This design comes from an exercise in tuning for small area, a short achievable clock period and few clock cycles per item on the open sky130 flow, not from production work.
The RTL was checked by simulation tests, not by an equivalence proof against the original design.

==> config.mk <==
export PLATFORM = sky130hd
export DESIGN_NAME = tbc_arith
export DESIGN_NICKNAME = tbc_arith
export VERILOG_FILES = /design/flow/design.v
export SDC_FILE = /design/flow/constraint.sdc
export NUM_CORES = 4
export LEC_CHECK = 0
export CAP_MARGIN = 20
export CORE_MARGIN = 2
export CORE_UTILIZATION = 30
export SLEW_MARGIN = 20
==> constraint.sdc <==
create_clock -name core_clock -period 25.0 [get_ports {clk}]
set_input_delay 5.0000 -clock core_clock [delete_from_list [all_inputs] [get_ports {clk}]]
set_output_delay 5.0000 -clock core_clock [all_outputs]
set_load 0.01 [all_outputs]
==> design.v <==
module tbc_arith (
    input  wire        clk,
    input  wire        rst,
    input  wire        start,
    input  wire [31:0] cmd,
    input  wire [31:0] arg0,
    input  wire [31:0] arg1,
    input  wire [31:0] arg2,
    input  wire [31:0] arg3,
    input  wire [31:0] arg4,
    output reg         busy,
    output reg         done,
    output reg  [3:0]  err,
    output reg  [31:0] res0,
    output reg  [31:0] res1,
    output reg  [31:0] res2,
    output reg  [31:0] res3,
    output reg  [31:0] res4,
    output reg  [31:0] res5,
    output reg  [31:0] budget_us
);
    localparam [3:0] E_NONE = 4'd0, E_ILLEGAL = 4'd1, E_RANGE = 4'd2,
                     E_VALIDATION = 4'd3, E_DIV0 = 4'd4;
    localparam [1:0] OP_STEP = 2'd0, OP_M2U = 2'd1, OP_U2M = 2'd2, OP_SET = 2'd3;
    function [4:0] f_t;
        input [7:0] p;
        begin
            case (p)
            8'd0: f_t = 5'd0;
            8'd1: f_t = 5'd0;
            8'd2: f_t = 5'd0;
            8'd3: f_t = 5'd0;
            8'd4: f_t = 5'd0;
            8'd5: f_t = 5'd1;
            8'd6: f_t = 5'd1;
            8'd7: f_t = 5'd1;
            8'd8: f_t = 5'd1;
            8'd9: f_t = 5'd1;
            8'd10: f_t = 5'd1;
            8'd11: f_t = 5'd1;
            8'd12: f_t = 5'd1;
            8'd13: f_t = 5'd2;
            8'd14: f_t = 5'd2;
            8'd15: f_t = 5'd2;
            8'd16: f_t = 5'd2;
            8'd17: f_t = 5'd2;
            8'd18: f_t = 5'd2;
            8'd19: f_t = 5'd2;
            8'd20: f_t = 5'd2;
            8'd21: f_t = 5'd3;
            8'd22: f_t = 5'd3;
            8'd23: f_t = 5'd3;
            8'd24: f_t = 5'd3;
            8'd25: f_t = 5'd3;
            8'd26: f_t = 5'd3;
            8'd27: f_t = 5'd3;
            8'd28: f_t = 5'd3;
            8'd29: f_t = 5'd3;
            8'd30: f_t = 5'd4;
            8'd31: f_t = 5'd4;
            8'd32: f_t = 5'd4;
            8'd33: f_t = 5'd4;
            8'd34: f_t = 5'd4;
            8'd35: f_t = 5'd4;
            8'd36: f_t = 5'd4;
            8'd37: f_t = 5'd4;
            8'd38: f_t = 5'd5;
            8'd39: f_t = 5'd5;
            8'd40: f_t = 5'd5;
            8'd41: f_t = 5'd5;
            8'd42: f_t = 5'd5;
            8'd43: f_t = 5'd5;
            8'd44: f_t = 5'd5;
            8'd45: f_t = 5'd5;
            8'd46: f_t = 5'd6;
            8'd47: f_t = 5'd6;
            8'd48: f_t = 5'd6;
            8'd49: f_t = 5'd6;
            8'd50: f_t = 5'd6;
            8'd51: f_t = 5'd6;
            8'd52: f_t = 5'd6;
            8'd53: f_t = 5'd6;
            8'd54: f_t = 5'd6;
            8'd55: f_t = 5'd7;
            8'd56: f_t = 5'd7;
            8'd57: f_t = 5'd7;
            8'd58: f_t = 5'd7;
            8'd59: f_t = 5'd7;
            8'd60: f_t = 5'd7;
            8'd61: f_t = 5'd7;
            8'd62: f_t = 5'd7;
            8'd63: f_t = 5'd8;
            8'd64: f_t = 5'd8;
            8'd65: f_t = 5'd8;
            8'd66: f_t = 5'd8;
            8'd67: f_t = 5'd8;
            8'd68: f_t = 5'd8;
            8'd69: f_t = 5'd8;
            8'd70: f_t = 5'd8;
            8'd71: f_t = 5'd9;
            8'd72: f_t = 5'd9;
            8'd73: f_t = 5'd9;
            8'd74: f_t = 5'd9;
            8'd75: f_t = 5'd9;
            8'd76: f_t = 5'd9;
            8'd77: f_t = 5'd9;
            8'd78: f_t = 5'd9;
            8'd79: f_t = 5'd9;
            8'd80: f_t = 5'd10;
            8'd81: f_t = 5'd10;
            8'd82: f_t = 5'd10;
            8'd83: f_t = 5'd10;
            8'd84: f_t = 5'd10;
            8'd85: f_t = 5'd10;
            8'd86: f_t = 5'd10;
            8'd87: f_t = 5'd10;
            8'd88: f_t = 5'd11;
            8'd89: f_t = 5'd11;
            8'd90: f_t = 5'd11;
            8'd91: f_t = 5'd11;
            8'd92: f_t = 5'd11;
            8'd93: f_t = 5'd11;
            8'd94: f_t = 5'd11;
            8'd95: f_t = 5'd11;
            8'd96: f_t = 5'd12;
            8'd97: f_t = 5'd12;
            8'd98: f_t = 5'd12;
            8'd99: f_t = 5'd12;
            8'd100: f_t = 5'd12;
            8'd101: f_t = 5'd12;
            8'd102: f_t = 5'd12;
            8'd103: f_t = 5'd12;
            8'd104: f_t = 5'd12;
            8'd105: f_t = 5'd13;
            8'd106: f_t = 5'd13;
            8'd107: f_t = 5'd13;
            8'd108: f_t = 5'd13;
            8'd109: f_t = 5'd13;
            8'd110: f_t = 5'd13;
            8'd111: f_t = 5'd13;
            8'd112: f_t = 5'd13;
            8'd113: f_t = 5'd14;
            8'd114: f_t = 5'd14;
            8'd115: f_t = 5'd14;
            8'd116: f_t = 5'd14;
            8'd117: f_t = 5'd14;
            8'd118: f_t = 5'd14;
            8'd119: f_t = 5'd14;
            8'd120: f_t = 5'd14;
            8'd121: f_t = 5'd15;
            8'd122: f_t = 5'd15;
            8'd123: f_t = 5'd15;
            8'd124: f_t = 5'd15;
            8'd125: f_t = 5'd15;
            8'd126: f_t = 5'd15;
            8'd127: f_t = 5'd15;
            8'd128: f_t = 5'd15;
            8'd129: f_t = 5'd15;
            8'd130: f_t = 5'd16;
            8'd131: f_t = 5'd16;
            8'd132: f_t = 5'd16;
            8'd133: f_t = 5'd16;
            8'd134: f_t = 5'd16;
            8'd135: f_t = 5'd16;
            8'd136: f_t = 5'd16;
            8'd137: f_t = 5'd16;
            8'd138: f_t = 5'd17;
            8'd139: f_t = 5'd17;
            8'd140: f_t = 5'd17;
            8'd141: f_t = 5'd17;
            8'd142: f_t = 5'd17;
            8'd143: f_t = 5'd17;
            8'd144: f_t = 5'd17;
            8'd145: f_t = 5'd17;
            8'd146: f_t = 5'd18;
            8'd147: f_t = 5'd18;
            8'd148: f_t = 5'd18;
            8'd149: f_t = 5'd18;
            8'd150: f_t = 5'd18;
            8'd151: f_t = 5'd18;
            8'd152: f_t = 5'd18;
            8'd153: f_t = 5'd18;
            8'd154: f_t = 5'd18;
            8'd155: f_t = 5'd19;
            8'd156: f_t = 5'd19;
            8'd157: f_t = 5'd19;
            8'd158: f_t = 5'd19;
            8'd159: f_t = 5'd19;
            8'd160: f_t = 5'd19;
            8'd161: f_t = 5'd19;
            8'd162: f_t = 5'd19;
            8'd163: f_t = 5'd20;
            8'd164: f_t = 5'd20;
            8'd165: f_t = 5'd20;
            8'd166: f_t = 5'd20;
            8'd167: f_t = 5'd20;
            8'd168: f_t = 5'd20;
            8'd169: f_t = 5'd20;
            8'd170: f_t = 5'd20;
            8'd171: f_t = 5'd21;
            8'd172: f_t = 5'd21;
            8'd173: f_t = 5'd21;
            8'd174: f_t = 5'd21;
            8'd175: f_t = 5'd21;
            8'd176: f_t = 5'd21;
            8'd177: f_t = 5'd21;
            8'd178: f_t = 5'd21;
            8'd179: f_t = 5'd21;
            8'd180: f_t = 5'd22;
            8'd181: f_t = 5'd22;
            8'd182: f_t = 5'd22;
            8'd183: f_t = 5'd22;
            8'd184: f_t = 5'd22;
            8'd185: f_t = 5'd22;
            8'd186: f_t = 5'd22;
            8'd187: f_t = 5'd22;
            8'd188: f_t = 5'd23;
            8'd189: f_t = 5'd23;
            8'd190: f_t = 5'd23;
            8'd191: f_t = 5'd23;
            8'd192: f_t = 5'd23;
            8'd193: f_t = 5'd23;
            8'd194: f_t = 5'd23;
            8'd195: f_t = 5'd23;
            8'd196: f_t = 5'd24;
            8'd197: f_t = 5'd24;
            8'd198: f_t = 5'd24;
            8'd199: f_t = 5'd24;
            8'd200: f_t = 5'd24;
            8'd201: f_t = 5'd24;
            8'd202: f_t = 5'd24;
            8'd203: f_t = 5'd24;
            8'd204: f_t = 5'd24;
            8'd205: f_t = 5'd25;
            8'd206: f_t = 5'd25;
            8'd207: f_t = 5'd25;
            8'd208: f_t = 5'd25;
            8'd209: f_t = 5'd25;
            8'd210: f_t = 5'd25;
            8'd211: f_t = 5'd25;
            8'd212: f_t = 5'd25;
            8'd213: f_t = 5'd26;
            8'd214: f_t = 5'd26;
            8'd215: f_t = 5'd26;
            8'd216: f_t = 5'd26;
            8'd217: f_t = 5'd26;
            8'd218: f_t = 5'd26;
            8'd219: f_t = 5'd26;
            8'd220: f_t = 5'd26;
            8'd221: f_t = 5'd27;
            8'd222: f_t = 5'd27;
            8'd223: f_t = 5'd27;
            8'd224: f_t = 5'd27;
            8'd225: f_t = 5'd27;
            8'd226: f_t = 5'd27;
            8'd227: f_t = 5'd27;
            8'd228: f_t = 5'd27;
            8'd229: f_t = 5'd27;
            8'd230: f_t = 5'd28;
            8'd231: f_t = 5'd28;
            8'd232: f_t = 5'd28;
            8'd233: f_t = 5'd28;
            8'd234: f_t = 5'd28;
            8'd235: f_t = 5'd28;
            8'd236: f_t = 5'd28;
            8'd237: f_t = 5'd28;
            8'd238: f_t = 5'd29;
            8'd239: f_t = 5'd29;
            8'd240: f_t = 5'd29;
            8'd241: f_t = 5'd29;
            8'd242: f_t = 5'd29;
            8'd243: f_t = 5'd29;
            8'd244: f_t = 5'd29;
            8'd245: f_t = 5'd29;
            8'd246: f_t = 5'd30;
            8'd247: f_t = 5'd30;
            8'd248: f_t = 5'd30;
            8'd249: f_t = 5'd30;
            8'd250: f_t = 5'd30;
            8'd251: f_t = 5'd30;
            8'd252: f_t = 5'd30;
            8'd253: f_t = 5'd30;
            8'd254: f_t = 5'd30;
            8'd255: f_t = 5'd31;
            endcase
        end
    endfunction
    function [19:0] f_mp;
        input [7:0] p;
        begin
            f_mp = {p, 12'd0} - {4'd0, p, 8'd0} - {7'd0, p, 5'd0} + {10'd0, p, 2'd0}
                 + {12'd0, p} + {15'd0, f_t(p)};
        end
    endfunction
    function [16:0] f_dec;
        input [15:0] r;
        reg   [23:0] sh;
        begin
            sh = {16'd0, r[7:0]} << r[11:8];
            if (r[7:0] == 8'd0)
                f_dec = {1'b0, 16'd1};
            else if (r[15:12] != 4'd0 || sh[23:16] != 8'd0 || sh[15:0] == 16'hFFFF)
                f_dec = {1'b1, 16'd0};
            else
                f_dec = {1'b0, sh[15:0] + 16'd1};
        end
    endfunction
    function [15:0] f_enc;
        input [15:0] t;
        reg   [15:0] ls;
        reg   [15:0] sh;
        reg   [3:0]  m;
        integer i;
        begin
            ls = t - 16'd1;
            m = 4'd0;
            for (i = 8; i < 16; i = i + 1)
                if (ls[i]) m = i - 7;
            sh = ls >> m;
            f_enc = (t == 16'd0) ? 16'd0 : {4'd0, m, sh[7:0]};
        end
    endfunction
    function [5:0] f_blen32;
        input [31:0] v;
        integer i;
        begin
            f_blen32 = 6'd0;
            for (i = 0; i < 32; i = i + 1)
                if (v[i]) f_blen32 = i + 1;
        end
    endfunction
    function [3:0] f_blen8;
        input [7:0] v;
        integer i;
        begin
            f_blen8 = 4'd0;
            for (i = 0; i < 8; i = i + 1)
                if (v[i]) f_blen8 = i + 1;
        end
    endfunction
    function [37:0] f_div1000;
        input [35:0] x;
        reg [31:0] e;
        reg [27:0] qe;
        reg [10:0] r;
        begin
            e = {2'd0, x[35:6]} + {7'd0, x[35:11]} - {9'd0, x[35:13]} + {13'd0, x[35:17]}
              + {16'd0, x[35:20]} + {18'd0, x[35:22]} - {21'd0, x[35:25]} - {24'd0, x[35:28]}
              + {26'd0, x[35:30]} + {28'd0, x[35:32]} - {30'd0, x[35:34]} - 32'd4;
            qe = e[31:4];
            r = x[10:0] - {qe[0], 10'd0} + {qe[6:0], 4'd0} + {qe[7:0], 3'd0};
            if (r >= 11'd1000)
                f_div1000 = {r[9:0] - 10'd1000, qe + 28'd1};
            else
                f_div1000 = {r[9:0], qe};
        end
    endfunction
    wire c_dec   = cmd == 32'h00000001;
    wire c_enc   = cmd == 32'h00000002;
    wire c_macro = cmd == 32'h00000003;
    wire c_m2u   = cmd == 32'h00000004;
    wire c_u2m   = cmd == 32'h00000005;
    wire c_seq   = cmd == 32'h00000008;
    wire c_vdec  = cmd == 32'h00000009;
    wire c_vpre  = cmd == 32'h0000000A;
    wire c_vfin  = cmd == 32'h0100000A;
    wire c_step  = cmd == 32'h0000000B;
    wire c_get   = cmd == 32'h0000000C;
    wire c_set   = cmd == 32'h0000000D;
    wire c_srle  = cmd == 32'h0000000E;
    wire c_srld  = cmd == 32'h0000000F;
    wire accept = start && !busy;
    wire [7:0] s_in = arg0[7:0];
    reg [7:0] p_in;
    always @* begin
        case (cmd[3:0])
            4'h4, 4'h5: p_in = arg1[7:0];
            4'hB:       p_in = {arg0[14:8] + 7'd1, 1'b0};
            4'hD:       p_in = arg0[15:8];
            default:    p_in = arg0[7:0];
        endcase
    end
    wire [19:0] mp_in = f_mp(p_in);
    wire [16:0] dt_in = f_dec(arg0[15:0]);
    wire [16:0] st_pre_dec = f_dec(arg1[15:0]);
    wire [16:0] st_fin_dec = f_dec(arg1[31:16]);
    wire [15:0] st_pre_sub = s_in[6] ? st_pre_dec[15:0] : 16'd0;
    wire [16:0] st_fin_mc  = {1'b0, st_fin_dec[15:0]} - {1'b0, st_pre_sub};
    wire        st_range   = (arg0[15:8] >= 8'd127) || (arg0[23:16] >= 8'd127) ||
                             st_pre_dec[16] || st_fin_dec[16] || st_fin_mc[16];
    wire        en_tcc = s_in[4], en_msrc = s_in[3], en_dss = s_in[2],
                en_pre = s_in[6], en_fin = s_in[7];
    reg  [11:0] k_steps;
    always @* begin
        k_steps = 12'd0;
        if (en_tcc) k_steps = k_steps + 12'd590;
        if (en_dss) k_steps = k_steps + 12'd1380;
        else if (en_msrc) k_steps = k_steps + 12'd660;
        if (en_pre) k_steps = k_steps + 12'd660;
    end
    wire [12:0] k_tot = {1'b0, k_steps} + (c_get ? (en_fin ? 13'd3420 : 13'd2870) : 13'd2830);
    wire [34:0] sum_in = (en_tcc ? {3'd0, arg1} : 35'd0)
                       + (en_dss ? {2'd0, arg1, 1'b0} : en_msrc ? {3'd0, arg1} : 35'd0)
                       + (en_pre ? {3'd0, arg2} : 35'd0)
                       + ((c_get && en_fin) ? {3'd0, arg3} : 35'd0)
                       + {22'd0, k_tot};
    wire        srl_s    = arg0[31];
    wire [7:0]  srl_x    = arg0[30:23];
    wire [23:0] srl_mant = {1'b1, arg0[22:0]};
    wire        srl_zero = (srl_x == 8'd0) && (arg0[22:0] == 23'd0);
    wire        srl_bad  = (srl_x == 8'd255) || (srl_s && !srl_zero) ||
                           (srl_x > 8'd135) ||
                           (srl_x == 8'd135 && srl_mant > 24'hFFFEB8);
    wire [7:0]  srl_shift = 8'd143 - srl_x;
    wire [23:0] srl_q     = (srl_x < 8'd120) ? 24'd0 : (srl_mant >> srl_shift[4:0]);
    reg  [3:0]  sd_k;
    integer     j;
    always @* begin
        sd_k = 4'd0;
        for (j = 0; j < 16; j = j + 1)
            if (arg0[j]) sd_k = j;
    end
    wire [38:0] sd_sh  = {23'd0, arg0[15:0]} << (5'd23 - {1'b0, sd_k});
    wire [31:0] sd_res = (arg0[15:0] == 16'd0) ? 32'd0 :
                         {1'b0, {4'd0, sd_k} + 8'd120, sd_sh[22:0]};
    reg        i_fin;       
    reg [3:0]  i_err;
    reg        i_w0, i_w3, i_wb;
    reg [31:0] i_res0;
    reg [1:0]  i_op;        
    always @* begin
        i_fin = 1'b1; i_err = E_NONE; i_w0 = 1'b0; i_w3 = 1'b0; i_wb = 1'b0;
        i_res0 = 32'd0; i_op = OP_STEP;
        if (c_dec) begin
            if (arg0[31:16] != 16'd0 || dt_in[16]) i_err = E_RANGE;
            else begin i_w0 = 1'b1; i_res0 = {16'd0, dt_in[15:0]}; end
        end else if (c_enc) begin
            if (arg0[31:16] != 16'd0) i_err = E_RANGE;
            else begin i_w0 = 1'b1; i_res0 = {16'd0, f_enc(arg0[15:0])}; end
        end else if (c_macro) begin
            if (arg0[31:8] != 24'd0) i_err = E_RANGE;
            else begin i_w0 = 1'b1; i_res0 = {12'd0, mp_in}; end
        end else if (c_m2u) begin
            i_op = OP_M2U;
            if (arg1[31:8] != 24'd0) i_err = E_RANGE;
            else i_fin = 1'b0;
        end else if (c_u2m) begin
            i_op = OP_U2M;
            if (arg1[31:8] != 24'd0) i_err = E_RANGE;
            else if (arg1[7:0] == 8'd0) i_err = E_DIV0;
            else i_fin = 1'b0;
        end else if (c_seq) begin
            if (arg0[31:8] != 24'd0) i_err = E_RANGE;
            else begin i_w0 = 1'b1; i_res0 = {27'd0, en_fin, en_pre, en_dss, en_msrc, en_tcc}; end
        end else if (c_vdec) begin
            if (arg0[31:8] != 24'd0 || arg0[7:0] >= 8'd127) i_err = E_RANGE;
            else begin i_w0 = 1'b1; i_res0 = {23'd0, arg0[7:0] + 8'd1, 1'b0}; end
        end else if (c_vpre || c_vfin) begin
            if (arg0[31:8] != 24'd0) i_err = E_RANGE;
            else if ((c_vpre && !(arg0[7:0] == 8'd12 || arg0[7:0] == 8'd14 ||
                                  arg0[7:0] == 8'd16 || arg0[7:0] == 8'd18)) ||
                     (c_vfin && !(arg0[7:0] == 8'd8 || arg0[7:0] == 8'd10 ||
                                  arg0[7:0] == 8'd12 || arg0[7:0] == 8'd14)))
                i_err = E_VALIDATION;
            else begin i_w0 = 1'b1; i_res0 = {25'd0, arg0[7:1]} - 32'd1; end
        end else if (c_step) begin
            i_op = OP_STEP;
            if (st_range) i_err = E_RANGE;
            else i_fin = 1'b0;
        end else if (c_get) begin
            if (arg0[31:8] != 24'd0 || sum_in[34:32] != 3'd0) i_err = E_RANGE;
            else begin i_w0 = 1'b1; i_res0 = sum_in[31:0]; i_wb = 1'b1; end
        end else if (c_set) begin
            i_op = OP_SET;
            if (arg0[31:16] != 16'd0 || arg3[31:16] != 16'd0) i_err = E_RANGE;
            else if (arg4 < 32'd20000) i_err = E_VALIDATION;
            else if (!en_fin) i_w3 = 1'b1;
            else i_fin = 1'b0;
        end else if (c_srle) begin
            if (srl_bad) i_err = E_VALIDATION;
            else begin i_w0 = 1'b1; i_res0 = (srl_x == 8'd0) ? 32'd0 : {8'd0, srl_q}; end
        end else if (c_srld) begin
            if (arg0[31:16] != 16'd0) i_err = E_RANGE;
            else begin i_w0 = 1'b1; i_res0 = sd_res; end
        end else begin
            i_err = E_ILLEGAL;
        end
    end
    localparam integer DB = 5;           
    localparam integer NX = 7 * DB;      
    reg [1:0]  op;
    reg [2:0]  ph;
    reg        big;         
    reg [31:0] ra0;         
    reg [31:0] ra1;         
    reg [34:0] ra2;         
    reg [15:0] ra3;         
    reg [19:0] mp_r;        
    reg [35:0] y;           
    reg [31:0] qq;          
    reg [NX-1:0] nx;        
    reg [19:0] rr;          
    reg [2:0]  dcnt;        
    wire [7:0]  st_pre_p  = {ra0[14:8] + 7'd1, 1'b0};
    wire [7:0]  st_fin_p  = {ra0[22:16] + 7'd1, 1'b0};
    wire [8:0]  st_msrc_m = {1'b0, ra0[31:24]} + 9'd1;
    reg  [15:0] mul_a;
    reg  [25:0] mul_c;
    wire [35:0] mul_y = mul_a * mp_r + {10'd0, mul_c};
    wire [37:0] dv   = f_div1000(y);
    wire [27:0] dv_q = dv[27:0];
    wire [9:0]  dv_r = dv[37:28];
    wire [34:0] fin_us_w = {3'd0, ra1} - ra2;       
    wire [31:0] u_w      = (op == OP_SET) ? fin_us_w[31:0] : ra0;
    wire [41:0] n_w      = {u_w, 10'd0} - {5'd0, u_w, 4'd0} - {7'd0, u_w, 3'd0} + {23'd0, mp_r[19:1]};
    wire [3:0]  bp_w     = f_blen8((op == OP_SET) ? ra0[15:8] : ra1[7:0]);
    wire [5:0]  bu_w     = f_blen32(u_w);
    wire [6:0]  nq_w     = {1'b0, bu_w} - {3'd0, bp_w} + 7'd1;
    reg  [2:0]  ncyc_w;
    reg  [19:0] r0_w;
    reg  [NX-1:0] nx0_w;
    integer c;
    always @* begin
        ncyc_w = 3'd7;
        for (c = 6; c >= 1; c = c - 1)
            if (nq_w[6] || nq_w <= c * DB) ncyc_w = c;
        r0_w = 20'd0;
        nx0_w = {NX{1'b0}};
        for (c = 1; c <= 7; c = c + 1)
            if (ncyc_w == c) begin
                r0_w = n_w >> (c * DB);
                nx0_w = n_w << (NX - c * DB);
            end
    end
    reg [19:0] rs;
    reg [DB-1:0] qb;
    reg [21:0] dtry;
    integer k;
    always @* begin
        rs = rr;
        for (k = DB - 1; k >= 0; k = k - 1) begin
            dtry = {1'b0, rs, nx[NX - DB + k]} - {2'd0, mp_r};
            if (!dtry[21]) begin rs = dtry[19:0]; qb[k] = 1'b1; end
            else begin rs = {rs[18:0], nx[NX - DB + k]}; qb[k] = 1'b0; end
        end
    end
    wire [31:0] qq_next = {qq[31-DB:0], qb};
    wire [32:0] set_fm = {1'b0, qq} + (ra0[6] ? {17'd0, ra3} : 33'd0);
    wire [42:0] m2u_big = {qq[25:0], 16'd0} + {15'd0, nx[27:0]};
    reg        m_fin;
    reg [3:0]  m_err;
    reg [5:0]  m_wm;
    reg        m_wb;
    reg [31:0] m_res0, m_res1;
    always @* begin
        m_fin = 1'b0; m_err = E_NONE; m_wm = 6'd0; m_wb = 1'b0;
        m_res0 = 32'd0; m_res1 = 32'd0;
        mul_a = ra0[15:0]; mul_c = 26'd500;
        case (op)
        OP_STEP: begin
            case (ph)
            3'd1: mul_a = {7'd0, st_msrc_m};
            3'd2: mul_a = ra1[15:0];
            3'd3: mul_a = ra1[31:16];
            default: begin
                m_fin = 1'b1; m_wm = 6'b111111;
                m_res0 = {7'd0, st_msrc_m, st_fin_p, st_pre_p};
                m_res1 = qq;
            end
            endcase
        end
        OP_M2U: begin
            case (ph)
            3'd1: begin
                if (big) begin mul_a = ra0[31:16]; mul_c = 26'd0; end
            end
            3'd2: begin
                if (!big) begin
                    m_fin = 1'b1; m_wm = 6'b000001; m_res0 = {4'd0, dv_q};
                end else if (y >= 36'd65536000) begin
                    m_fin = 1'b1; m_err = E_RANGE;
                end
            end
            3'd3: mul_c = {nx[9:0], 16'd0} + 26'd500;
            3'd4: ;
            default: begin
                m_fin = 1'b1;
                if (m2u_big[42:32] != 11'd0) m_err = E_RANGE;
                else begin m_wm = 6'b000001; m_res0 = m2u_big[31:0]; end
            end
            endcase
        end
        OP_U2M: begin
            if (ph != 3'd1 && dcnt == 3'd1) begin
                m_fin = 1'b1; m_wm = 6'b000001; m_res0 = qq_next;
            end
        end
        default: begin  
            if (ph == 3'd1) begin
                if (ra2 > {3'd0, ra1}) begin m_fin = 1'b1; m_err = E_VALIDATION; end
                else if (mp_r == 20'd0) begin m_fin = 1'b1; m_err = E_DIV0; end
            end else if (ph == 3'd3) begin
                m_fin = 1'b1;
                if (set_fm[32:16] != 17'd0) m_err = E_RANGE;
                else begin
                    m_wm = 6'b001111; m_wb = 1'b1;
                    m_res0 = {16'd0, f_enc(set_fm[15:0])};
                    m_res1 = {16'd0, set_fm[15:0]};
                end
            end
        end
        endcase
    end
    wire        fin     = accept ? i_fin : (busy && m_fin);
    wire [3:0]  fin_err = accept ? i_err : m_err;
    wire        ok      = fin && fin_err == E_NONE;
    always @(posedge clk) begin
        if (rst) begin
            busy <= 1'b0;
            done <= 1'b0;
            err <= E_NONE;
            res0 <= 32'd0; res1 <= 32'd0; res2 <= 32'd0;
            res3 <= 32'd0; res4 <= 32'd0; res5 <= 32'd0;
            budget_us <= 32'd0;
        end else begin
            done <= fin;
            busy <= accept ? !i_fin : (busy && !m_fin);
            if (fin) err <= fin_err;
            if (accept) begin
                if (ok && i_w0) res0 <= i_res0;
                if (ok && i_w3) res3 <= 32'd0;
                if (ok && i_wb) budget_us <= sum_in[31:0];
            end else if (ok) begin
                if (m_wm[0]) res0 <= m_res0;
                if (m_wm[1]) res1 <= m_res1;
                if (m_wm[2]) res2 <= (op == OP_STEP) ? {16'd0, ra1[15:0]} : ra2[31:0];
                if (m_wm[3]) res3 <= (op == OP_STEP) ? {6'd0, nx[25:0]} : 32'd1;
                if (m_wm[4]) res4 <= {16'd0, ra1[31:16]};
                if (m_wm[5]) res5 <= {4'd0, dv_q};
                if (m_wb) budget_us <= ra1;
            end
        end
    end
    always @(posedge clk) begin
        if (accept) begin
            op <= i_op;
            ph <= 3'd1;
            ra0 <= arg0;
            ra1 <= c_step ? {st_fin_mc[15:0], st_pre_dec[15:0]} : c_set ? arg4 : arg1;
            ra2 <= sum_in;
            ra3 <= arg3[15:0];
            mp_r <= mp_in;
            big <= arg0[31:16] != 16'd0;
        end else if (busy) begin
            ph <= ph + 3'd1;
            y <= mul_y;
            case (op)
            OP_STEP: begin
                if (ph == 3'd2) begin qq <= {4'd0, dv_q}; mp_r <= f_mp(st_fin_p); end
                if (ph == 3'd3) nx <= dv_q;
            end
            OP_M2U: begin
                if (ph == 3'd2) begin qq <= {4'd0, dv_q}; nx <= dv_r; end
                if (ph == 3'd4) nx <= dv_q;
            end
            default: begin
                if (ph == 3'd1) begin
                    if (op == OP_SET) ra2 <= fin_us_w;
                    nx <= nx0_w;
                    rr <= r0_w;
                    qq <= 32'd0;
                    dcnt <= ncyc_w;
                end else if (ph == 3'd2) begin
                    rr <= rs;
                    qq <= qq_next;
                    nx <= nx << DB;
                    dcnt <= dcnt - 3'd1;
                    if (dcnt != 3'd1) ph <= ph;
                end
            end
            endcase
        end
    end
endmodule
==> run.sh <==
#!/bin/bash
# synth_recipe.tcl (not shown) runs the flow's synth.tcl, then flattens the netlist and writes it again
# the make line also repeats each setting of config.mk as NAME=value (left out here)
make -C /OpenROAD-flow-scripts/flow DESIGN_CONFIG=/design/flow/config.mk WORK_HOME=/design/flow/orfs CLKGATE_MAP_FILE= SYNTH_SCRIPT=/design/flow/synth_recipe.tcl finish
==> results of run 1 <==
==> cell type report <==
| cell class | count | share of cell area [%] |
|---|---|---|
| antenna | 7 | 0.02153 |
| clock buffer | 80 | 2.086 |
| clock inverter | 28 | 0.4230 |
| inverter | 939 | 4.339 |
| multi-input combinational | 6937 | 66.93 |
| sequential | 470 | 14.82 |
| tap | 3167 | 4.871 |
| timing repair buffer | 577 | 6.514 |
==> placed cells by master (no fill, tap or decap), types with 158 or more instances in the layout <==
master,count
sky130_fd_sc_hd__o21ai_0,489
sky130_fd_sc_hd__mux2i_1,178
sky130_fd_sc_hd__nand3_1,222
sky130_fd_sc_hd__edfxtp_1,264
sky130_fd_sc_hd__nor2_1,594
sky130_fd_sc_hd__a21oi_1,547
sky130_fd_sc_hd__fa_1,518
sky130_fd_sc_hd__xnor2_1,277
sky130_fd_sc_hd__and2_1,241
sky130_fd_sc_hd__dfxtp_1,205
sky130_fd_sc_hd__nand2_1,940
sky130_fd_sc_hd__clkdlybuf4s50_1,391
sky130_fd_sc_hd__nor3_1,158
sky130_fd_sc_hd__ha_1,720
sky130_fd_sc_hd__buf_4,179
sky130_fd_sc_hd__inv_1,920
==> sequential cells by signal, summed over array words and instances, names as in the netlist <==
name	flops
y	36
nx	35
ra2	35
budget_us	32
qq	32
ra0	32
ra1	32
res0	32
res1	32
res2	32
res5	28
res3	26
mp_r	20
rr	20
ra3	16
res4	16
dcnt	3
err	3
ph	3
op	2
big	1
busy	1
done	1
==> cells by family (layout without fill, tap and decap cells) <==
logic type      after synthesis  count (layout)  share of synthesized area, %
compound gates             2253            2253                         20.88
other cells                   1              34                      0.005224
flops                       470             470                         16.79
xor+xnor                    413             413                         5.135
mux                         274             274                         4.190
simple gates               2732            2732                         18.19
buf+inv                    1415            1624                         7.815
fa+ha+maj                  1238            1238                         26.99
==> worst max-delay path by stage <==
| stage | end | slack (ps) | depth (start not counted) |
|---|---|---|---|
| finish | rr[0] | 7070 | 58 |
| global route | rr[0] | 5700 | 60 |
| CTS | rr[0] | 7380 | 58 |
| detailed placement | rr[0] | 7420 | 58 |
| global placement | rr[3] | 7360 | 60 |
| floorplan | rr[8] | 10220 | 65 |
==> through the flow <==
| stage | util, % |
|---|---|
| 4_1_cts | 34.19 |
| 3_3_place_gp | 33.32 |
| 6_report | 34.20 |
| 5_1_grt | 34.19 |
| 3_5_place_dp | 33.33 |
| 2_1_floorplan | - |
==> critical path: cells and delay by family (launching register included) <==
kind	cells	cell delay [ps]
compound gates	36	10890
fa+ha+maj	5	1590
buf+inv	5	1240
flops	1	770
mux	4	1570
simple gates	8	1530
==> layer usage <==
layer | vias up | track usage (%) | share of wire [%]
met1 | 34310 | 33.84 | 40
met2 | 3767 | 42.25 | 44
met5 | - | 0 | 0.047
met4 | 18 | 14.29 | 6.6
met3 | 752 | 5.630 | 9.1
li1 | 31300 | - | -
==> flow_summary.yaml, run 1 <==
final_layout:
  layout.nets: 10420
  area_of_the_multi_input_gates_sq_um: 54440
  area.sequential_sq_um: 12050
  area_growth_pct: 13.32
  share_of_post_route_cells_with_drive_strength_above_1_pct: 5.990
  final_design_area_no_fill_sq_um: 81350
  final.fill_count: 24900
  post_layout_nonfiller_instances: 12210
min_path:
  worstHoldEndpoint: "res3[20]"
  worstHoldStart: "res3[20]"
  min_delay_path_depth: 2
  worst_hold_path_type: "reg -> reg"
sta:
  finalHoldViolCount: 0
  clock.fmax_mhz: 55.76
  setup-tns-final_ps: 0
  max_slew_margin_pct: 11.34
  number_of_max_slew_violations_in_the_final_report: 0
  final-setup-viol-count: 0
  grt_setup_unrepaired: "no"
  fin_hold_ws_ps: 448.7
  post-route-worst-setup-slack_ps: 7065
  fin_crit_share_pct: 71.74
  worst_pin_slew_ps: 1320
  finClkSkew_ps: 34.34
  period_needed_ps: 17930
yosys:
  synthDominantCellAreaShare_pct: 14.45
  post_synthesis_mean_instance_area_sq_um: 8.161
  synth_cells: 8796
  synth_enable_flop_cells: 264
  ys_seq_area_share_pct: 16.79
  yosysTopAreaCell: "sky130_fd_sc_hd__fa_1"
  yosys.cell_types.count: 130
  synth-async-reset-ratio_pct: 0
  synth.most_common_cell: "sky130_fd_sc_hd__nand2_1"
  synth.ff_latch_count: 470
  synth_top_cells_by_count: "sky130_fd_sc_hd__nand2_1 (941), sky130_fd_sc_hd__inv_1 (921), sky130_fd_sc_hd__ha_1 (720)"
  yosys_most_used_dff: "sky130_fd_sc_hd__edfxtp_1"
  synth.cell_area_sq_um: 71790
  synth-warning-count: 1
  top_cells_by_area_synth: "sky130_fd_sc_hd__fa_1 (14%), sky130_fd_sc_hd__ha_1 (13%), sky130_fd_sc_hd__edfxtp_1 (11%)"
setup_path:
  critical-path-max-stage-delay_ps: 970
  r2r_slack_ps: 7070
  worst_path_max_delay_cell: "sky130_fd_sc_hd__a311oi_2"
  startpoint_class: "flip-flop"
  regToRegStartpoint: "mp_r[4]"
  ff2ff_path_depth: 58
  required_ps: 25460
  worstSetupEndpointType: "flip-flop"
  cp_max_fo: 31
  type_of_the_setup_path_with_the_least_slack: "reg -> reg"
  timing.critical_path.from: "mp_r[4]"
  worstReg2RegEnd: "rr[0]"
  crit_arrival_ps: 18400
  critical_path.most_common_cell: "sky130_fd_sc_hd__ha_1"
place:
  dpl_cell_area_sq_um: 79270
  placed_wire_length_estimate_after_detailed_placement_mm: 270.3
  place.gp.congestion: 1.045
  port-buffer-count: 397
  setup_slack_at_placement_ps: 7421
  numPlacedInstances: 12090
clocking:
  postCtsResizedCells: 0
  clkLatencyLatePin_ps: 750
  cts_tree: "done"
  post_cts.repair.setup_buffers: 0
  clk_root_buffer_cell: "sky130_fd_sc_hd__clkbuf_16"
  clk_path_buf_depth: 3
  cts_max_level: 2
  cts_sinks: 470
  holdBufCountCts: 0
  cts_buffers: 58
  cts.clk_slew.worst_paths_ps: 70
status:
  status: "no timing/DRC/antenna violations"
global_routing:
  grt_pass1_vias: 68630
  grt.overflow.total: 0
  grt_antenna_before_repair: 20
  grt_start_max_net_pins: 83
  grt_usage_pct: 26.65
  global_route_wire_length_before_repair_mm: 480.7
route:
  vias_after_detailed_routing: 70150
  antenna_violating_nets_post_route: 0
  route.final.wire_length_mm: 335.5
  wl_per_cell_um: 27.49
  drt_iter0_markers: 8193
  detail_route.first_pass.iterations: 21
  route.detailed.vias_per_inst: 5.748
  drcViolationCount: 0
floorplanning:
  die_area_sq_um: 243200
  starting_density_of_the_core_pct: 30.18
  pin_count: 425
  fp.coreArea_sq_um: 237900
  die_h_um: 493.2
  row_count: 179
  die_width_um: 493.2
flow_run:
  cap_viol_max_count: 0
Testbench counts, summed over its fixed seeds: cycles 6,033, cmds 2,400.
==> run 2: changes to the inputs <==
--- a/design.v
+++ b/design.v
@@ -400,3 +400,3 @@
     end
-    wire [12:0] k_tot = {1'b0, k_steps} + (c_get ? (en_fin ? 13'd3420 : 13'd2870) : 13'd2830);
+    wire [12:0] k_tot = {1'b0, k_steps} + (en_fin ? 13'd3420 : 13'd2870);
     wire [34:0] sum_in = (en_tcc ? {3'd0, arg1} : 35'd0)
@@ -404,3 +404,3 @@
                        + (en_pre ? {3'd0, arg2} : 35'd0)
-                       + ((c_get && en_fin) ? {3'd0, arg3} : 35'd0)
+                       + (en_fin ? {3'd0, arg3} : 35'd0)
                        + {22'd0, k_tot};
@@ -488,4 +488,5 @@
     end
-    localparam integer DB = 5;           
-    localparam integer NX = 7 * DB;      
+    localparam integer DB = 4;           
+    localparam integer NC = (32 + DB - 1) / DB;    
+    localparam integer NX = NC * DB;     
     reg [1:0]  op;
@@ -502,3 +503,3 @@
     reg [19:0] rr;          
-    reg [2:0]  dcnt;        
+    reg [3:0]  dcnt;        
     wire [7:0]  st_pre_p  = {ra0[14:8] + 7'd1, 1'b0};
@@ -512,3 +513,3 @@
     wire [9:0]  dv_r = dv[37:28];
-    wire [34:0] fin_us_w = {3'd0, ra1} - ra2;       
+    wire [34:0] fin_us_w = {3'd0, ra1} + {19'd0, ra3} + 35'd590 - ra2;   
     wire [31:0] u_w      = (op == OP_SET) ? fin_us_w[31:0] : ra0;
@@ -518,3 +519,3 @@
     wire [6:0]  nq_w     = {1'b0, bu_w} - {3'd0, bp_w} + 7'd1;
-    reg  [2:0]  ncyc_w;
+    reg  [3:0]  ncyc_w;
     reg  [19:0] r0_w;
@@ -523,4 +524,4 @@
     always @* begin
-        ncyc_w = 3'd7;
-        for (c = 6; c >= 1; c = c - 1)
+        ncyc_w = NC;
+        for (c = NC - 1; c >= 1; c = c - 1)
             if (nq_w[6] || nq_w <= c * DB) ncyc_w = c;
@@ -528,3 +529,3 @@
         nx0_w = {NX{1'b0}};
-        for (c = 1; c <= 7; c = c + 1)
+        for (c = 1; c <= NC; c = c + 1)
             if (ncyc_w == c) begin
@@ -593,3 +594,3 @@
         OP_U2M: begin
-            if (ph != 3'd1 && dcnt == 3'd1) begin
+            if (ph != 3'd1 && dcnt == 4'd1) begin
                 m_fin = 1'b1; m_wm = 6'b000001; m_res0 = qq_next;
@@ -599,3 +600,3 @@
             if (ph == 3'd1) begin
-                if (ra2 > {3'd0, ra1}) begin m_fin = 1'b1; m_err = E_VALIDATION; end
+                if (fin_us_w[34]) begin m_fin = 1'b1; m_err = E_VALIDATION; end
                 else if (mp_r == 20'd0) begin m_fin = 1'b1; m_err = E_DIV0; end
@@ -613,5 +614,4 @@
     end
-    wire        fin     = accept ? i_fin : (busy && m_fin);
-    wire [3:0]  fin_err = accept ? i_err : m_err;
-    wire        ok      = fin && fin_err == E_NONE;
+    wire        i_ok = i_fin && i_err == E_NONE;
+    wire        m_ok = m_fin && m_err == E_NONE;
     always @(posedge clk) begin
@@ -625,17 +625,18 @@
         end else begin
-            done <= fin;
+            done <= accept ? i_fin : (busy && m_fin);
             busy <= accept ? !i_fin : (busy && !m_fin);
-            if (fin) err <= fin_err;
             if (accept) begin
-                if (ok && i_w0) res0 <= i_res0;
-                if (ok && i_w3) res3 <= 32'd0;
-                if (ok && i_wb) budget_us <= sum_in[31:0];
-            end else if (ok) begin
-                if (m_wm[0]) res0 <= m_res0;
-                if (m_wm[1]) res1 <= m_res1;
-                if (m_wm[2]) res2 <= (op == OP_STEP) ? {16'd0, ra1[15:0]} : ra2[31:0];
-                if (m_wm[3]) res3 <= (op == OP_STEP) ? {6'd0, nx[25:0]} : 32'd1;
-                if (m_wm[4]) res4 <= {16'd0, ra1[31:16]};
-                if (m_wm[5]) res5 <= {4'd0, dv_q};
-                if (m_wb) budget_us <= ra1;
+                if (i_fin) err <= i_err;
+                if (i_ok && i_w0) res0 <= i_res0;
+                if (i_ok && i_w3) res3 <= 32'd0;
+                if (i_ok && i_wb) budget_us <= sum_in[31:0];
+            end else if (busy) begin
+                if (m_fin) err <= m_err;
+                if (m_ok && m_wm[0]) res0 <= m_res0;
+                if (m_ok && m_wm[1]) res1 <= m_res1;
+                if (m_ok && m_wm[2]) res2 <= (op == OP_STEP) ? {16'd0, ra1[15:0]} : ra2[31:0];
+                if (m_ok && m_wm[3]) res3 <= (op == OP_STEP) ? {6'd0, nx[25:0]} : 32'd1;
+                if (m_ok && m_wm[4]) res4 <= {16'd0, ra1[31:16]};
+                if (m_ok && m_wm[5]) res5 <= {4'd0, dv_q};
+                if (m_ok && m_wb) budget_us <= ra1;
             end
@@ -676,4 +677,4 @@
                     nx <= nx << DB;
-                    dcnt <= dcnt - 3'd1;
-                    if (dcnt != 3'd1) ph <= ph;
+                    dcnt <= dcnt - 4'd1;
+                    if (dcnt != 4'd1) ph <= ph;
                 end
==> flow_summary.yaml, run 2 <==
yosys:
  yosys.cell_types.count: 110
  synth_enable_flop_cells: 262
  synth-async-reset-ratio_pct: 0
  ys_seq_area_share_pct: 17.09
  synth_fa_ha_area_share_pct: 28.55
  post_synthesis_mean_instance_area_sq_um: 8.208
  synthDominantCellAreaShare_pct: 15.09
  synth.cell_area_sq_um: 70170
  synth_simple_gate_area_share_pct: 17.94
  yosys_most_used_dff: "sky130_fd_sc_hd__edfxtp_1"
  synth_cells: 8549
  synth_top_family_by_area: "adder cells"
  post_synth_xor_area_fraction_pct: 5.080
  synth-warning-count: 1
  synth-compound-area-share_pct: 19.36
  top_cells_by_area_synth: "sky130_fd_sc_hd__fa_1 (15%), sky130_fd_sc_hd__ha_1 (13%), sky130_fd_sc_hd__edfxtp_1 (11%)"
  yosysTopAreaCell: "sky130_fd_sc_hd__fa_1"
  muxShareOfSynthArea_pct: 4.147
  synth.most_common_cell: "sky130_fd_sc_hd__nand2_1"
  synth.ff_latch_count: 468
  synth_top_cells_by_count: "sky130_fd_sc_hd__nand2_1 (956), sky130_fd_sc_hd__inv_1 (946), sky130_fd_sc_hd__ha_1 (755)"
global_routing:
  grt_pass1_vias: 66580
  grt_usage_pct: 26.19
  global_route_wire_length_before_repair_mm: 462.7
  grt.overflow.total: 0
  grt_start_max_net_pins: 85
  grt_antenna_before_repair: 44
clocking:
  clk_path_buf_depth: 3
  clk_root_buffer_cell: "sky130_fd_sc_hd__clkbuf_16"
  cts_buffers: 58
  holdBufCountCts: 0
  cts.clk_slew.worst_paths_ps: 70
  clkLatencyLatePin_ps: 730
  postCtsResizedCells: 0
  post_cts.repair.setup_buffers: 0
  cts_sinks: 468
  cts_max_level: 2
  cts_tree: "done"
final_layout:
  layout.nets: 10230
  largest_registers: "y: 36 flops, ra2: 35 flops"
  share_of_post_route_cells_with_drive_strength_above_1_pct: 5.739
  most-common-layout-cells: "sky130_fd_sc_hd__nand2_1 (952), sky130_fd_sc_hd__inv_1 (945), sky130_fd_sc_hd__ha_1 (755)"
  area_growth_pct: 13.90
  largest_reg_flops: 36
  largest_register: "y"
  final_design_area_no_fill_sq_um: 79920
  most_common_cell_after_layout_fill_and_taps_aside: "sky130_fd_sc_hd__nand2_1"
setup_path:
  type_of_the_setup_path_with_the_least_slack: "reg -> reg"
  cp_max_fo: 36
  worst_path_max_delay_cell: "sky130_fd_sc_hd__o32ai_1"
  startpoint_class: "flip-flop"
  critical-path-max-stage-delay_ps: 690
  crit_arrival_ps: 14150
  worstSetupEndpointType: "flip-flop"
  required_ps: 25420
route:
  route.detailed.vias_per_inst: 5.802
  drcViolationCount: 0
  drt_iter0_markers: 8671
  wire_length_on_met2_mm: 137.3
  wl_per_cell_um: 27.05
  wl_met3_mm: 32.71
  routed.top_layer: "met5"
  drt-met1-wl_mm: 129.9
  antenna_violating_nets_post_route: 0
  route.final.wire_length_mm: 320.7
  detail_route.first_pass.iterations: 8
  vias_after_detailed_routing: 68800
sta:
  number_of_max_slew_violations_in_the_final_report: 0
  fin_hold_ws_ps: 449.7
  period_needed_ps: 13730
  fin_crit_share_pct: 54.92
  finClkSkew_ps: 59.84
  grt_setup_unrepaired: "no"
  final-setup-viol-count: 0
  setup-tns-final_ps: 0
  max_slew_margin_pct: 15.39
  clock.fmax_mhz: 72.83
  finalHoldViolCount: 0
  post-route-worst-setup-slack_ps: 11270
  worst_pin_slew_ps: 1269
floorplanning:
  die_area_sq_um: 237800
  row_count: 177
  die_width_um: 487.6
  pin_count: 425
  die_h_um: 487.6
  fp.coreArea_sq_um: 232500
  starting_density_of_the_core_pct: 30.18
place:
  setup_slack_at_placement_ps: 10950
  dpl_cell_area_sq_um: 77710
  port-buffer-count: 397
  place.gp.congestion: 1.027
  placed_wire_length_estimate_after_detailed_placement_mm: 260.5
status:
  status: "no timing/DRC/antenna violations"
flow_run:
  cap_viol_max_count: 0
min_path:
  worst_hold_path_type: "reg -> reg"
[run 2: per-stage QoR]
step	util (%)	cells
after global routing	34.36	11850
final	34.37	11860
after CTS	34.34	11840
after detailed placement	33.42	11730
after global placement	33.41	11730
after floorplan	-	8575
[run 2: final timing paths]
| check | end | slack, ps | start | cells after the start |
|---|---|---|---|---|
| worst min-delay path | res3[5] | 450 | res3[5] | 2 |
| worst max register to register | rr[1] | 11270 | mp_r[2] | 51 |
| worst max-delay path | rr[1] | 11270 | mp_r[2] | 51 |
| worst min register to register | res3[5] | 450 | res3[5] | 2 |
[run 2: worst max-delay path: cells and delay by family (launching register included)]
kind	cells	cell delay, ps
flops	1	330
compound gates	27	6940
fa+ha+maj	4	1320
mux	1	390
simple gates	13	2380
buf+inv	6	1950
[run 2: area by class of cell]
cell class | count | area [sq um]
tap | 3043 | 3807
clock inverter | 36 | 410.4
fill | 24340 | 152600
clock buffer | 73 | 1739
timing repair buffer | 571 | 5254
inverter | 960 | 3608
sequential | 468 | 11990
multi-input combinational | 6691 | 53070
antenna | 15 | 37.54
[run 2: kinds of logic after synthesis]
| group | after synthesis |
|---|---|
| fa+ha+maj | 1284 |
| xor+xnor | 403 |
| mux | 254 |
| other cells | 1 |
| flops | 468 |
| buf+inv | 1416 |
| compound gates | 2043 |
| simple gates | 2680 |
[run 2: routing by layer]
metal	vias to the layer above	global-route usage, %
met2	3762	39.83
met1	33720	33.96
met4	46	14.06
met5	-	0
li1	30480	-
met3	788	6.558
Testbench counts of run 2, summed over its fixed seeds: cycles 6,370, cmds 2,400.
==> run 3: changes to the inputs <==
--- a/config.mk
+++ b/config.mk
@@ -9,3 +9,4 @@
 export CORE_MARGIN = 2
-export CORE_UTILIZATION = 30
+export CORE_UTILIZATION = 60
+export PLACE_DENSITY = 0.72
 export SLEW_MARGIN = 20
==> flow_summary.yaml, run 3 <==
sta:
  setup-tns-final_ps: 0
  final-setup-viol-count: 0
  finalHoldViolCount: 0
  clock.fmax_mhz: 72.06
  number_of_max_slew_violations_in_the_final_report: 0
  fin_crit_share_pct: 55.51
  grt_setup_unrepaired: "no"
  period_needed_ps: 13880
  max_slew_margin_pct: 13.56
  finClkSkew_ps: 27.17
  worst_pin_slew_ps: 1297
setup_path:
  ff2ff_path_depth: 49
  worstReg2RegEnd: "rr[1]"
  regToRegStartpoint: "mp_r[1]"
  cp_max_fo: 34
  crit_arrival_ps: 14290
  type_of_the_setup_path_with_the_least_slack: "reg -> reg"
  cpLargestDelayFamily: "compound AO/OA/AOI/OAI gates"
  worst_path_max_delay_cell: "sky130_fd_sc_hd__o32ai_1"
  r2r_slack_ps: 11120
  critical-path-max-stage-delay_ps: 650
  startpoint_class: "flip-flop"
  required_ps: 25420
  worstSetupEndpointType: "flip-flop"
  cp.buffers_inverters: 6
floorplanning:
  pin_count: 425
  die_h_um: 346.0
  starting_density_of_the_core_pct: 60.47
  fp.coreArea_sq_um: 116000
  die_width_um: 346.0
  die_area_sq_um: 119700
  row_count: 125
route:
  route.final.wire_length_mm: 301.6
  drt_iter0_markers: 10040
  drcViolationCount: 0
  vias_after_detailed_routing: 70610
  antenna_violating_nets_post_route: 0
  wl_per_cell_um: 29.29
  detail_route.first_pass.iterations: 10
  route.detailed.vias_per_inst: 6.856
yosys:
  synth_top_cells_by_count: "sky130_fd_sc_hd__nand2_1 (956), sky130_fd_sc_hd__inv_1 (946), sky130_fd_sc_hd__ha_1 (755)"
  synth.ff_latch_count: 468
  yosysTopAreaCell: "sky130_fd_sc_hd__fa_1"
  yosys_most_used_dff: "sky130_fd_sc_hd__edfxtp_1"
  top_cells_by_area_synth: "sky130_fd_sc_hd__fa_1 (15%), sky130_fd_sc_hd__ha_1 (13%), sky130_fd_sc_hd__edfxtp_1 (11%)"
  synth-async-reset-ratio_pct: 0
  post_synthesis_mean_instance_area_sq_um: 8.208
  synth_cells: 8549
  synth_enable_flop_cells: 262
  yosys.cell_types.count: 110
  synth-warning-count: 1
  ys_seq_area_share_pct: 17.09
  synth.cell_area_sq_um: 70170
  synthDominantCellAreaShare_pct: 15.09
  synth.most_common_cell: "sky130_fd_sc_hd__nand2_1"
min_path:
  min_delay_path_depth: 2
  worstHoldEndpoint: "res3[2]"
  worstHoldStart: "res3[2]"
  worst_hold_path_type: "reg -> reg"
final_layout:
  area.sequential_sq_um: 11990
  area_of_the_multi_input_gates_sq_um: 53070
  area_growth_pct: 10.55
  post_layout_nonfiller_instances: 10300
  most-common-layout-cells: "sky130_fd_sc_hd__nand2_1 (952), sky130_fd_sc_hd__inv_1 (945), sky130_fd_sc_hd__ha_1 (755)"
  largest_registers: "y: 36 flops, ra2: 35 flops"
  layout.nets: 10200
  final_core_util_pct: 66.85
  largest_reg_flops: 36
  final_design_area_no_fill_sq_um: 77580
  largest_register: "y"
  most_common_cell_after_layout_fill_and_taps_aside: "sky130_fd_sc_hd__nand2_1"
  final.fill_count: 9524
  share_of_post_route_cells_with_drive_strength_above_1_pct: 5.339
place:
  port-buffer-count: 397
  place.gp.congestion: 1.130
  dpl_cell_area_sq_um: 75580
  numPlacedInstances: 10190
  placed_wire_length_estimate_after_detailed_placement_mm: 239.5
clocking:
  holdBufCountCts: 0
  clk_path_buf_depth: 3
  cts_buffers: 54
  postCtsResizedCells: 0
  clk_root_buffer_cell: "sky130_fd_sc_hd__clkbuf_16"
  clkLatencyLatePin_ps: 680
  cts.clk_slew.worst_paths_ps: 60
  post_cts.repair.setup_buffers: 0
  cts_max_level: 2
  cts_tree: "done"
  cts_sinks: 468
status:
  status: "no timing/DRC/antenna violations"
global_routing:
  grt_pass1_vias: 68800
  global_route_wire_length_before_repair_mm: 442.1
  grt_antenna_before_repair: 22
  grt_start_max_net_pins: 131
  grt_usage_pct: 49.13
  grt.overflow.total: 0
flow_run:
  cap_viol_max_count: 0
[run 3: cell types whose count changed in the layout (fill, tap and decap cells not counted), moves of 3 or more]
| cell | before | now |
|---|---|---|
| sky130_fd_sc_hd__clkbuf_16 | 67 | 59 |
| sky130_fd_sc_hd__buf_4 | 173 | 146 |
| sky130_fd_sc_hd__diode_2 | 15 | 8 |
| sky130_fd_sc_hd__clkinv_4 | 7 | 4 |
| sky130_fd_sc_hd__a2111oi_0 | 17 | 14 |
| sky130_fd_sc_hd__clkbuf_1 | 2 | 8 |
[run 3: kinds of logic after synthesis]
| kind of cell | synth area share (%) |
|---|---|
| AND/OR/NAND/NOR | 17.94 |
| AO/OA/AOI/OAI | 19.36 |
| buffers and inverters | 7.831 |
| adder cells (fa/ha/maj) | 28.55 |
| flip-flops | 17.09 |
| XOR/XNOR | 5.080 |
| multiplexers | 4.147 |
| other | 0.005344 |
[run 3: metal layers]
layer  wire (um)  GRT usage, %  vias to the layer above
met5         178        0.3201                        -
met4       33160         42.63                       22
met3       39370         14.99                     1518
met2      127800         74.13                     5344
met1      101100         56.76                    33330
li1            -             -                    30390
[run 3: worst max-delay path by stage]
| stage | end | from | cells after the start | slack, ps |
|---|---|---|---|---|
| 6_report | rr[1] | mp_r[1] | 49 | 11120 |
| 3_5_place_dp | budget_us[3] | arg0[3] | 29 | 10850 |
| 3_3_place_gp | budget_us[3] | arg0[3] | 29 | 11150 |
| 4_1_cts | budget_us[3] | arg0[3] | 29 | 11500 |
| 2_1_floorplan | budget_us[22] | arg0[3] | 28 | 13100 |
| 5_1_grt | rr[10] | mp_r[1] | 51 | 10560 |
[run 3: metrics by stage]
step	worst slack (ps)	hold slack (ps)
after floorplan	13100	466.1
after global placement	11150	444.0
after detailed placement	10850	446.5
after CTS	11500	456.2
after global routing	10560	473.3
final	11120	455.4
[run 3: final cells by class]
type	instances	area share, %
clock inverters	29	0.4242
inverters	960	4.651
clock buffers	73	2.048
multi-input cells	6691	68.41
well taps	1524	2.458
repair buffers	545	6.524
diodes	8	0.02581
flip-flops and latches	468	15.46
[run 3: worst min-delay path: stages, from the launching register on]
cell and delay, ps:
sky130_fd_sc_hd__dfxtp_1 310, sky130_fd_sc_hd__nand2_1 50, sky130_fd_sc_hd__a21oi_1 50
==> run 4: changes to the inputs <==
--- a/design.v
+++ b/design.v
@@ -383,4 +383,4 @@
     wire [19:0] mp_in = f_mp(p_in);
-    wire [16:0] dt_in = f_dec(arg0[15:0]);
-    wire [16:0] st_pre_dec = f_dec(arg1[15:0]);
+    wire [16:0] dt_in = f_dec(cmd[3] ? arg1[15:0] : arg0[15:0]);
+    wire [16:0] st_pre_dec = dt_in;
     wire [16:0] st_fin_dec = f_dec(arg1[31:16]);
@@ -438,3 +438,3 @@
             if (arg0[31:16] != 16'd0) i_err = E_RANGE;
-            else begin i_w0 = 1'b1; i_res0 = {16'd0, f_enc(arg0[15:0])}; end
+            else begin i_w0 = 1'b1; i_res0 = {16'd0, enc_out}; end
         end else if (c_macro) begin
@@ -549,2 +549,3 @@
     wire [32:0] set_fm = {1'b0, qq} + (ra0[6] ? {17'd0, ra3} : 33'd0);
+    wire [15:0] enc_out = f_enc(busy ? set_fm[15:0] : arg0[15:0]);
     wire [42:0] m2u_big = {qq[25:0], 16'd0} + {15'd0, nx[27:0]};
@@ -607,3 +608,3 @@
                     m_wm = 6'b001111; m_wb = 1'b1;
-                    m_res0 = {16'd0, f_enc(set_fm[15:0])};
+                    m_res0 = {16'd0, enc_out};
                     m_res1 = {16'd0, set_fm[15:0]};
==> flow/run.sh (new file) <==
#!/bin/bash
# Layout: the standard ORFS flow (standard synthesis, same SDC), with the
# timing repair steps asked to leave a setup margin, so that they size the
# critical paths for a period below the constraint's. Make's output goes to
# flow_make.log here; each ORFS step keeps its own log under orfs/logs/.
set -euo pipefail
bash standard.sh SETUP_SLACK_MARGIN=12 finish > flow_make.log 2>&1
==> standard.sh (new file) <==
#!/bin/bash
# synth_recipe.tcl (not shown) runs the flow's synth.tcl, then flattens the netlist and writes it again
# the make line also repeats each setting of config.mk as NAME=value (left out here)
make -C /OpenROAD-flow-scripts/flow DESIGN_CONFIG=/design/flow/config.mk WORK_HOME=/design/flow/orfs CLKGATE_MAP_FILE= SYNTH_SCRIPT=/design/flow/synth_recipe.tcl "${@:-finish}"
--- a/config.mk
+++ b/config.mk
@@ -9,4 +9,3 @@
 export CORE_MARGIN = 2
-export CORE_UTILIZATION = 60
-export PLACE_DENSITY = 0.72
+export CORE_UTILIZATION = 30
 export SLEW_MARGIN = 20
removed: run.sh
==> flow_summary.yaml, run 4 <==
floorplanning:
  pin_count: 425
  die_area_sq_um: 236100
  starting_density_of_the_core_pct: 30.22
  fp.coreArea_sq_um: 230600
  die_h_um: 485.9
  row_count: 176
  die_width_um: 485.9
place:
  setup_slack_at_placement_ps: 10410
  dpl_cell_area_sq_um: 77210
  place.gp.congestion: 1.031
  port-buffer-count: 397
  placed_wire_length_estimate_after_detailed_placement_mm: 273.1
final_layout:
  largest_registers: "y: 36 flops, ra2: 35 flops"
  final_design_area_no_fill_sq_um: 79810
  largest_register: "y"
  most-common-layout-cells: "sky130_fd_sc_hd__nand2_1 (1023), sky130_fd_sc_hd__inv_1 (911), sky130_fd_sc_hd__ha_1 (749)"
  layout.nets: 10220
  final.fill_count: 23930
  area_growth_pct: 14.53
  most_common_cell_after_layout_fill_and_taps_aside: "sky130_fd_sc_hd__nand2_1"
  share_of_post_route_cells_with_drive_strength_above_1_pct: 6.721
  largest_reg_flops: 36
yosys:
  synthDominantCellAreaShare_pct: 15.20
  synth.most_common_cell: "sky130_fd_sc_hd__nand2_1"
  top_cells_by_area_synth: "sky130_fd_sc_hd__fa_1 (15%), sky130_fd_sc_hd__ha_1 (13%), sky130_fd_sc_hd__edfxtp_1 (11%)"
  yosys.cell_types.count: 118
  synth_top_cells_by_count: "sky130_fd_sc_hd__nand2_1 (1031), sky130_fd_sc_hd__inv_1 (918), sky130_fd_sc_hd__ha_1 (750)"
  yosysTopAreaCell: "sky130_fd_sc_hd__fa_1"
  synth-async-reset-ratio_pct: 0
  synth-warning-count: 1
  synth.ff_latch_count: 468
  synth.cell_area_sq_um: 69680
  synth_cells: 8509
  synth_enable_flop_cells: 262
  post_synthesis_mean_instance_area_sq_um: 8.189
  ys_seq_area_share_pct: 17.21
  yosys_most_used_dff: "sky130_fd_sc_hd__edfxtp_1"
setup_path:
  ff2ff_path_depth: 53
  r2r_slack_ps: 12650
  type_of_the_setup_path_with_the_least_slack: "in -> reg"
  startpoint_class: "input pin"
  required_ps: 25590
  regToRegStartpoint: "mp_r[3]"
  worstSetupEndpointType: "flip-flop"
  crit_arrival_ps: 13150
  worstReg2RegEnd: "rr[2]"
  cp_max_fo: 10
route:
  route.final.wire_length_mm: 340.1
  antenna_violating_nets_post_route: 0
  detail_route.first_pass.iterations: 8
  wl_per_cell_um: 28.73
  route.detailed.vias_per_inst: 5.793
  drcViolationCount: 0
  vias_after_detailed_routing: 68590
  drt_iter0_markers: 7397
clocking:
  cts_buffers: 58
  clk_path_buf_depth: 3
  cts_sinks: 468
  clk_root_buffer_cell: "sky130_fd_sc_hd__clkbuf_16"
  cts_max_level: 2
  cts_tree: "done"
  cts.clk_slew.worst_paths_ps: 60
  clkLatencyLatePin_ps: 730
  holdBufCountCts: 0
min_path:
  worstHoldStart: "res1[20]"
  worst_hold_path_type: "reg -> reg"
  worstHoldEndpoint: "res1[20]"
  min_delay_path_depth: 2
global_routing:
  grt_pass1_vias: 67550
  grt_start_max_net_pins: 98
  grt_usage_pct: 27.92
  grt.overflow.total: 0
  grt_antenna_before_repair: 39
  global_route_wire_length_before_repair_mm: 482.8
sta:
  setup-tns-final_ps: 0
  clock.fmax_mhz: 79.65
  fin_crit_share_pct: 50.22
  final-setup-viol-count: 0
  period_needed_ps: 12550
  max_slew_margin_pct: 16.93
  number_of_max_slew_violations_in_the_final_report: 0
  fin_hold_ws_ps: 452.5
  post-route-worst-setup-slack_ps: 12450
  grt_setup_unrepaired: "yes"
  finalHoldViolCount: 0
  worst_pin_slew_ps: 1237
  finClkSkew_ps: 55.35
flow_run:
  cap_viol_max_count: 0
status:
  status: "no timing/DRC/antenna violations"
run 4: cell count changes after synthesis, sizes merged, moves of 24 or more:
cell    previous run  this run
and2             156       193
o221ai            19        45
nand4             69        38
nand2            957      1032
a21oi            516       546
o21ai            423       447
nor4             117        72
xnor2            281       256
buf              100       129
inv              950       920
nor3             190       164
nand3            169       198
run 4: repair_timing:
item	in CTS	in global routing
pin swaps	2	7
cloned	2	3
gates resized for setup	34	35
buffers inserted	7	13
endpoints found under the setup margin	82	83
run 4: critical path: stages:
cell and delay, ps:
sky130_fd_sc_hd__clkdlybuf4s50_1 810, sky130_fd_sc_hd__mux2_2 450, sky130_fd_sc_hd__mux4_2 580, sky130_fd_sc_hd__or2_2 310, sky130_fd_sc_hd__o311ai_0 80, sky130_fd_sc_hd__o21ai_0 180, sky130_fd_sc_hd__o211ai_1 180, sky130_fd_sc_hd__nor2b_1 630
sky130_fd_sc_hd__nor3_1 150, sky130_fd_sc_hd__ha_1 260, sky130_fd_sc_hd__fa_1 410, sky130_fd_sc_hd__nor2b_1 140, sky130_fd_sc_hd__o21ai_0 100, sky130_fd_sc_hd__a21boi_0 310, sky130_fd_sc_hd__o21ai_0 160, sky130_fd_sc_hd__a21boi_0 240
sky130_fd_sc_hd__o21ai_0 140, sky130_fd_sc_hd__a21boi_0 310, sky130_fd_sc_hd__o21ai_0 170, sky130_fd_sc_hd__a21oi_1 330, sky130_fd_sc_hd__a2111oi_0 210, sky130_fd_sc_hd__nor3_1 540, sky130_fd_sc_hd__nor3_1 290, sky130_fd_sc_hd__a22oi_1 790
sky130_fd_sc_hd__a311oi_1 100, sky130_fd_sc_hd__a32o_1 260
run 4: how the worst max path moves through the flow:
stage | startpoint | endpoint | slack [ps]
floorplan | mp_r[1] | rr[2] | 12830
global placement | arg0[3] | res0[6] | 10610
detailed placement | mp_r[4] | rr[2] | 10410
CTS | arg0[3] | res0[6] | 12020
global route | mp_r[1] | rr[2] | 11970
finish | arg1[9] | err[1] | 12450
run 4: logic make-up after synthesis:
logic type | Yosys count | share of synthesized area (%)
xor gates and xnor gates | 382 | 4.853
and+or+nand+nor | 2659 | 17.61
buffers and inverters | 1385 | 7.771
DFF | 468 | 17.21
AOI/OAI and AO/OA | 2097 | 20.10
other | 1 | 0.005382
adders and majority gates | 1279 | 28.66
muxes | 238 | 3.787
run 4: area by class of cell:
class / count / area (sq um) / area share (%)
multi-input combinational: 6684 / 52800 / 66.15
sequential: 468 / 12000 / 15.03
timing repair buffer: 608 / 5685 / 7.124
tap: 3026 / 3786 / 4.744
inverter: 923 / 3492 / 4.376
clock buffer: 76 / 1658 / 2.077
clock inverter: 34 / 345.3 / 0.4327
antenna: 20 / 50.05 / 0.06271
run 4: stage by stage:
stage / util [%] / std cells
floorplan: - / 8535
global placement: 33.47 / 11680
detailed placement: 33.49 / 11680
CTS: 34.45 / 11800
global route: 34.60 / 11830
finish: 34.62 / 11840
run 4: metal layers:
layer | track usage (%) | vias to the layer above | part of all wire [%] | routed length (um)
li1 | - | 30270 | - | -
met3 | 6.175 | 916 | 8.9 | 30350
met4 | 18.82 | 32 | 8.1 | 27460
met5 | 0.02041 | - | 0.065 | 220
met1 | 33.91 | 33740 | 38 | 130800
met2 | 44.15 | 3627 | 44 | 151300
Testbench counts of run 4, summed over its fixed seeds: cycles 6,370, cmds 2,400.

## what the ideal ports hide
The results above use ideal ports. As a check the final layouts listed here were re-extracted and re-timed, cells and wires unchanged.
Step 1 (the two cells are an assumption about what drives the block):
set clk [get_ports {clk}]
set_driving_cell -lib_cell sky130_fd_sc_hd__clkbuf_16 $clk
set_driving_cell -lib_cell sky130_fd_sc_hd__buf_2 [delete_from_list [all_inputs] $clk]
Step 2 moves the port delays by t, midway between the first and last clock arrival at a register: inputs arrive t later, outputs are due t later. That takes back most of the time a late clock gives input paths.
a / b / c = ideal ports / drivers / drivers and shift; a / b = the first two.
run | t (ns) | setup slack, ns | worst slew at a driven data input, ns
run 1 | 0.814 | 7.065 / 7.065 / 7.065 | 0.09
run 2 | 0.794 | 11.269 / 11.269 / 10.690 | 0.16
run 3 | 0.752 | 11.123 / 11.123 / 10.871 | 0.08
run 4 | 0.788 | 12.446 / 12.503 / 11.715 | 0.16
After both steps every run listed still meets setup and hold. For run 4, which loses most, drivers alone change the setup slack by +0.057 ns; drivers and shift together by -0.731 ns.
